From an optimization exercise on the open Yosys and OpenROAD flow, aimed at small area and few clock cycles; shortcuts taken in it are not production practice. Only simulation tests tie the RTL to the original design; equivalence was not proved. Power and IR drop assume default switching activity.

Setup of the reference run:
==> flow/design.v (excerpt) <==
module qca7k_core (
    input  wire        clk,
    input  wire        rst,
    input  wire        req_valid,
    output wire        req_ready,
    input  wire [7:0]  req_op,
    input  wire        req_read,
    input  wire        req_internal,
    input  wire [15:0] req_reg,
    input  wire [15:0] req_val,
    input  wire [15:0] req_size,
    input  wire        req_dst_valid,
    input  wire [7:0]  req_dst,
    output wire        rsp_valid,
    output reg  [3:0]  rsp_code,
    output reg  [15:0] rsp_data,
    output wire        bus_valid,
    output reg  [1:0]  bus_kind,
    output reg  [7:0]  bus_txd,
    input  wire        bus_ready,
    input  wire [7:0]  bus_rxd,
    output wire        src_req,
    output wire [10:0] src_addr,
    input  wire        src_ack,
    input  wire [7:0]  src_data,
    output wire        mw_valid,
    output wire [7:0]  mw_buf,
    output wire [10:0] mw_addr,
    output wire [7:0]  mw_data
);
export LEC_CHECK = 0
export ABC_AREA = 1
export CAP_MARGIN = 20
export CORE_MARGIN = 2
export CORE_UTILIZATION = 40
export CTS_BUF_LIST = sky130_fd_sc_hd__clkbuf_4 sky130_fd_sc_hd__clkbuf_8
export GPL_TIMING_DRIVEN = 0
export PLACE_DENSITY = 0.6
export SLEW_MARGIN = 20
create_clock -name core_clock -period 7.0 [get_ports {clk}]
standard.sh (not shown) runs the stock make flow with config.mk's settings and CLKGATE_MAP_FILE= SYNTH_SCRIPT=/design/flow/synth_recipe.tcl, a recipe that flattens the netlist after the stock synthesis.
==> flow/flow/run.sh <==
#!/bin/bash
# Layout flow: the standard flow (standard.sh) with two changes.
#  1. After the standard synthesis, the combinational logic between the
#     registers is re-mapped by ABC with area-oriented scripts (area*.abc);
#     the smallest result is kept. Every register keeps its instance name
#     and cell type, and the ports are kept. Internal net names are
#     hidden so that register outputs drive output ports without buffers.
#  2. Port buffers use the smallest buffer cell (buf_1) instead of the
#     default clkdlybuf4s50_1. Every input and output port still gets one.
# Each tool's full output goes to a log file in this folder.
set -euo pipefail
WORK=$(pwd)
FLOWDIR=$WORK/flow
RES=$WORK/orfs/results/sky130hd/qca7k_core/base
LIB=$FLOW_HOME/platforms/sky130hd/lib/sky130_fd_sc_hd__tt_025C_1v80.lib
YOSYS=$FLOW_HOME/../tools/install/yosys/bin/yosys
[[ -x $YOSYS ]] || YOSYS=yosys
export TMPDIR=$WORK/tmp
mkdir -p "$TMPDIR"

# 1. standard synthesis
bash standard.sh synth > log_1_standard_synth.log 2>&1
cp "$RES/1_2_yosys.v" "$WORK/1_2_yosys.standard.v"

# 2. re-map the combinational logic, registers untouched
DU=$(grep -A40 '^export DONT_USE_CELLS' "$FLOW_HOME/platforms/sky130hd/config.mk" \
     | grep -o 'sky130_fd_sc_hd__[a-z0-9_]*' | sed 's/^/-dont_use /' | tr '\n' ' ')
FFS=$(grep -o 'sky130_fd_sc_hd__[a-z0-9_]*' "$WORK/1_2_yosys.standard.v" | sort -u \
      | grep -E '__(e|s|se)?df|__dl|__conb' | tr '\n' ' ')
best=""
best_area=""
for sc in "$FLOWDIR"/area*.abc; do
  k=$(basename "$sc" .abc)
  cat > "$WORK/reopt_$k.ys" <<EOT
read_liberty -ignore_miss_func $LIB
read_verilog $WORK/1_2_yosys.standard.v
hierarchy -top $FLOW_TOP
setattr -mod -set keep_hierarchy 1 $FFS
flatten
rename -hide w:* i:* o:* %u %d
blackbox $FFS
opt_clean
abc -liberty $LIB $DU -script $sc
opt_clean -purge
hilomap -singleton -hicell sky130_fd_sc_hd__conb_1 HI -locell sky130_fd_sc_hd__conb_1 LO
insbuf -buf sky130_fd_sc_hd__buf_1 A X
opt_clean -purge
read_liberty -lib -ignore_redef $LIB
hierarchy -top $FLOW_TOP
check -assert -mapped
tee -o $WORK/reopt_$k.stat stat -liberty $LIB
write_verilog -noattr -nohex -nodec $WORK/1_2_yosys.$k.v
EOT
  if "$YOSYS" -s "$WORK/reopt_$k.ys" > "log_2_reopt_$k.log" 2>&1; then
    a=$(grep 'Chip area' "$WORK/reopt_$k.stat" | grep -o '[0-9.]*$')
    echo "$k $a" >> reopt_areas.txt
    if [[ -z "$best" ]] || awk -v a="$a" -v b="$best_area" 'BEGIN{exit !(a < b)}'; then
      best=$k; best_area=$a
    fi
  fi
done
echo "chosen $best $best_area" >> reopt_areas.txt
if [[ -n "$best" ]]; then
  cp "$WORK/1_2_yosys.$best.v" "$RES/1_2_yosys.v"
  rm -f "$RES/1_synth.odb"
  touch "$RES/1_2_yosys.v"
  bash standard.sh synth > log_3_synth_odb.log 2>&1
fi

# 3. the rest of the standard flow, with small port buffers
export BUFFER_PORTS_ARGS="-buffer_cell sky130_fd_sc_hd__buf_1"
bash standard.sh > log_4_standard_finish.log 2>&1
Other scripts of this flow, unchanged in this note and not shown: flow/flow/area1.abc, flow/flow/area2.abc, flow/flow/area3.abc, flow/flow/area4.abc, flow/flow/area5.abc, flow/flow/area6.abc
Testbench counts of the reference run, summed over its fixed seeds: cycles 1,340,452.
For the trial run, these inputs were changed with respect to the reference run:
--- a/flow/design.v
+++ b/flow/design.v
@@ -55,19 +55,19 @@
     localparam [3:0] P_IDLE = 4'd0, P_RESP = 4'd1, P_BEGIN = 4'd2, P_CMD_HI = 4'd3,
                      P_CMD_LO = 4'd4, P_DATA_HI = 4'd5, P_DATA_LO = 4'd6,
                      P_END = 4'd7, P_HDR = 4'd8, P_PAY = 4'd9, P_TAIL = 4'd10,
                      P_RXLOOP = 4'd11;
     localparam [1:0] T_REG_READ = 2'd0, T_REG_WRITE = 2'd1, T_EXT_WRITE = 2'd2,
                      T_EXT_READ = 2'd3;
     reg [3:0]  phase;
     reg [1:0]  step;           
     reg [3:0]  op;             
-    reg [2:0]  rh;             
+    reg [4:0]  rh;             
     reg [15:0] d;              
     reg [10:0] size;           
     reg [7:0]  sb;             
     reg        sv;             
     reg [2:0]  rx_state;
     reg [1:0]  rx_k;           
     reg [10:0] rx_len;
     reg [10:0] rx_cur;
     reg        rx_buf_valid;
@@ -157,28 +157,26 @@
             end
         endcase
     end
     wire       fetch   = (op == OP_SEND) && (step == 2'd2);
     wire       pay_src = !sa_end || sv;               
     wire       sb_pop  = (phase == P_PAY) && bus_ready && sv;
     assign src_req  = fetch && !sa_end && (!sv || sb_pop);
     assign src_addr = d[10:0];
     wire   sb_push  = src_req && src_ack;
-    wire [4:0] rh_byte = {rh[2] & rh[1], rh[2], ~rh[1] & (rh[2] | ~rh[0]),
-                          rh[1], rh[0]};
     reg [1:0] tkind;
     reg [4:0] treg;
     always @(*) begin
         tkind = T_REG_READ;
         treg  = RH_INTR_ENABLE;
         case (op)
-            OP_REG_READ:  treg = rh_byte;
-            OP_REG_WRITE: begin tkind = T_REG_WRITE; treg = rh_byte; end
+            OP_REG_READ:  treg = rh;
+            OP_REG_WRITE: begin tkind = T_REG_WRITE; treg = rh; end
             OP_SET_MASK, OP_ENABLE_ALL, OP_DISABLE_ALL: tkind = T_REG_WRITE;
             OP_ENABLE, OP_DISABLE: if (step != 2'd0) tkind = T_REG_WRITE;
             OP_SOFT_RESET: begin
                 treg = RH_SPI_CONFIG;
                 if (step != 2'd0) tkind = T_REG_WRITE;
             end
             OP_FETCH_ACK: begin
                 if (step != 2'd1) tkind = T_REG_WRITE;
                 if (step != 2'd0) treg = RH_INTR_CAUSE;
@@ -207,22 +205,19 @@
             P_CMD_HI:
                 case (tkind)
                     T_REG_READ:  bus_txd = {3'b110, treg};
                     T_REG_WRITE: bus_txd = {3'b010, treg};
                     T_EXT_READ:  bus_txd = 8'h80;
                     default:     bus_txd = 8'h00;
                 endcase
             P_CMD_LO:  ;
             P_DATA_HI, P_DATA_LO:
-                if (tkind == T_REG_READ) bus_kind = K_RX;
-                else if (op == OP_SEND)    
-                    bus_txd = (phase == P_DATA_HI) ? {5'd0, send_need[10:8]} : send_need[7:0];
-                else                      bus_txd = d[15:8];
+                if (tkind == T_REG_READ) bus_kind = K_RX; else bus_txd = d[15:8];
             P_HDR:
                 case (d[15:13])
                     3'd4:    bus_txd = send_n[7:0];
                     3'd5:    bus_txd = {5'd0, send_n[10:8]};
                     3'd6, 3'd7: bus_txd = 8'h00;
                     default: bus_txd = SOF_BYTE;
                 endcase
             P_PAY: begin
                 if (pay_src) begin
@@ -348,30 +343,31 @@
                     if (bs_end || d == 16'd1) phase <= P_END;
                 end
                 P_END: if (bus_fire && !last) begin
                     step  <= step + 2'd1;
                     phase <= P_BEGIN;
                     case (op)
                         OP_STARTUP:
                             if (step == 2'd1) d <= INT_ALL;
                         OP_SEND:
-                            d <= 16'd0;
+                            if (step == 2'd0) d <= {5'd0, send_need};
+                            else              d <= 16'd0;
                         default: ;
                     endcase
                 end
                 default: ;
             endcase
             if (req_fire) begin
                 op    <= req_opc;
                 step  <= 2'd0;
                 size  <= req_size[10:0];
                 phase <= P_BEGIN;
-                rh    <= {req_reg[11], req_reg[9], req_reg[8]};
+                rh    <= req_reg[12:8];
                 d     <= 16'd0;
                 case (req_opc)
                     OP_ENCODE_CMD: begin
                         phase <= P_RESP;
                         d     <= {req_read, req_internal,
                                   req_internal ? req_reg[13:0] : 14'd0};
                     end
                     OP_REG_READ:
                         if (!reg_known) phase <= P_RESP;
Going from the reference run to the trial run, global placement routability congestion fell by 0.015, final period utilization rose by 5.1 points.
On worst endpoint required time, the reference run and the trial run are neck and neck.
The lower power share of the clock group came out of the trial run.
Overall routed net length on the trial run is behind the reference run.
According to the power report, total power for the trial run is higher than for the reference run.
[compare] base=the reference run new=the trial run: number of ordinary and repair buffers in the finished layout climbed 1, sequential cell count climbed about 2.4%, post-CTS resize count climbed 2, detailed placement HPWL climbed 4.2%, area taken by flip-flops and latches climbed about 2.5%.
In the trial run relative to the reference run, via-per-instance ratio had gone up slightly.
Comparing the reference run and the trial run, sequential group share of total power is lower on the reference run.
In the tables for the reference run and the trial run, combined global-route utilization of all metal layers reads lower with the reference run.
Testbench counts of the trial run, summed over its fixed seeds: cycles 1,340,452.

## port drivers added, routing unchanged
In the flow no input, the clock included, has a driving cell. The finished layouts below were timed again as built, in two steps.
Step 1, drivers: a clkbuf_16 drives clk and a buf_2 each remaining input, both assumed.
Step 2 adds t to the input delays and takes it off the output delays; t is the mean of the earliest and latest rising clock arrival at the registers after step 1. Input paths then give back, and output paths get back, about the clock's delay inside the block.
Slacks: no drivers / after step 1 / after step 2; pairs: no drivers / after step 1.
| run | shift t [ns] | setup WS [ns] | clock arrival spread, ns | worst slew at a driven data input, ns | cell pins on the clock port's net |
|---|---|---|---|---|---|
| the reference run | 0.412 | 0.637 / 0.597 / 0.968 | 0.016 / 0.016 | 0.04 | 1 |
| the trial run | 0.432 | 0.277 / 0.237 / 0.347 | 0.018 / 0.018 | 0.03 | 1 |
After both steps every run listed still meets setup and hold.
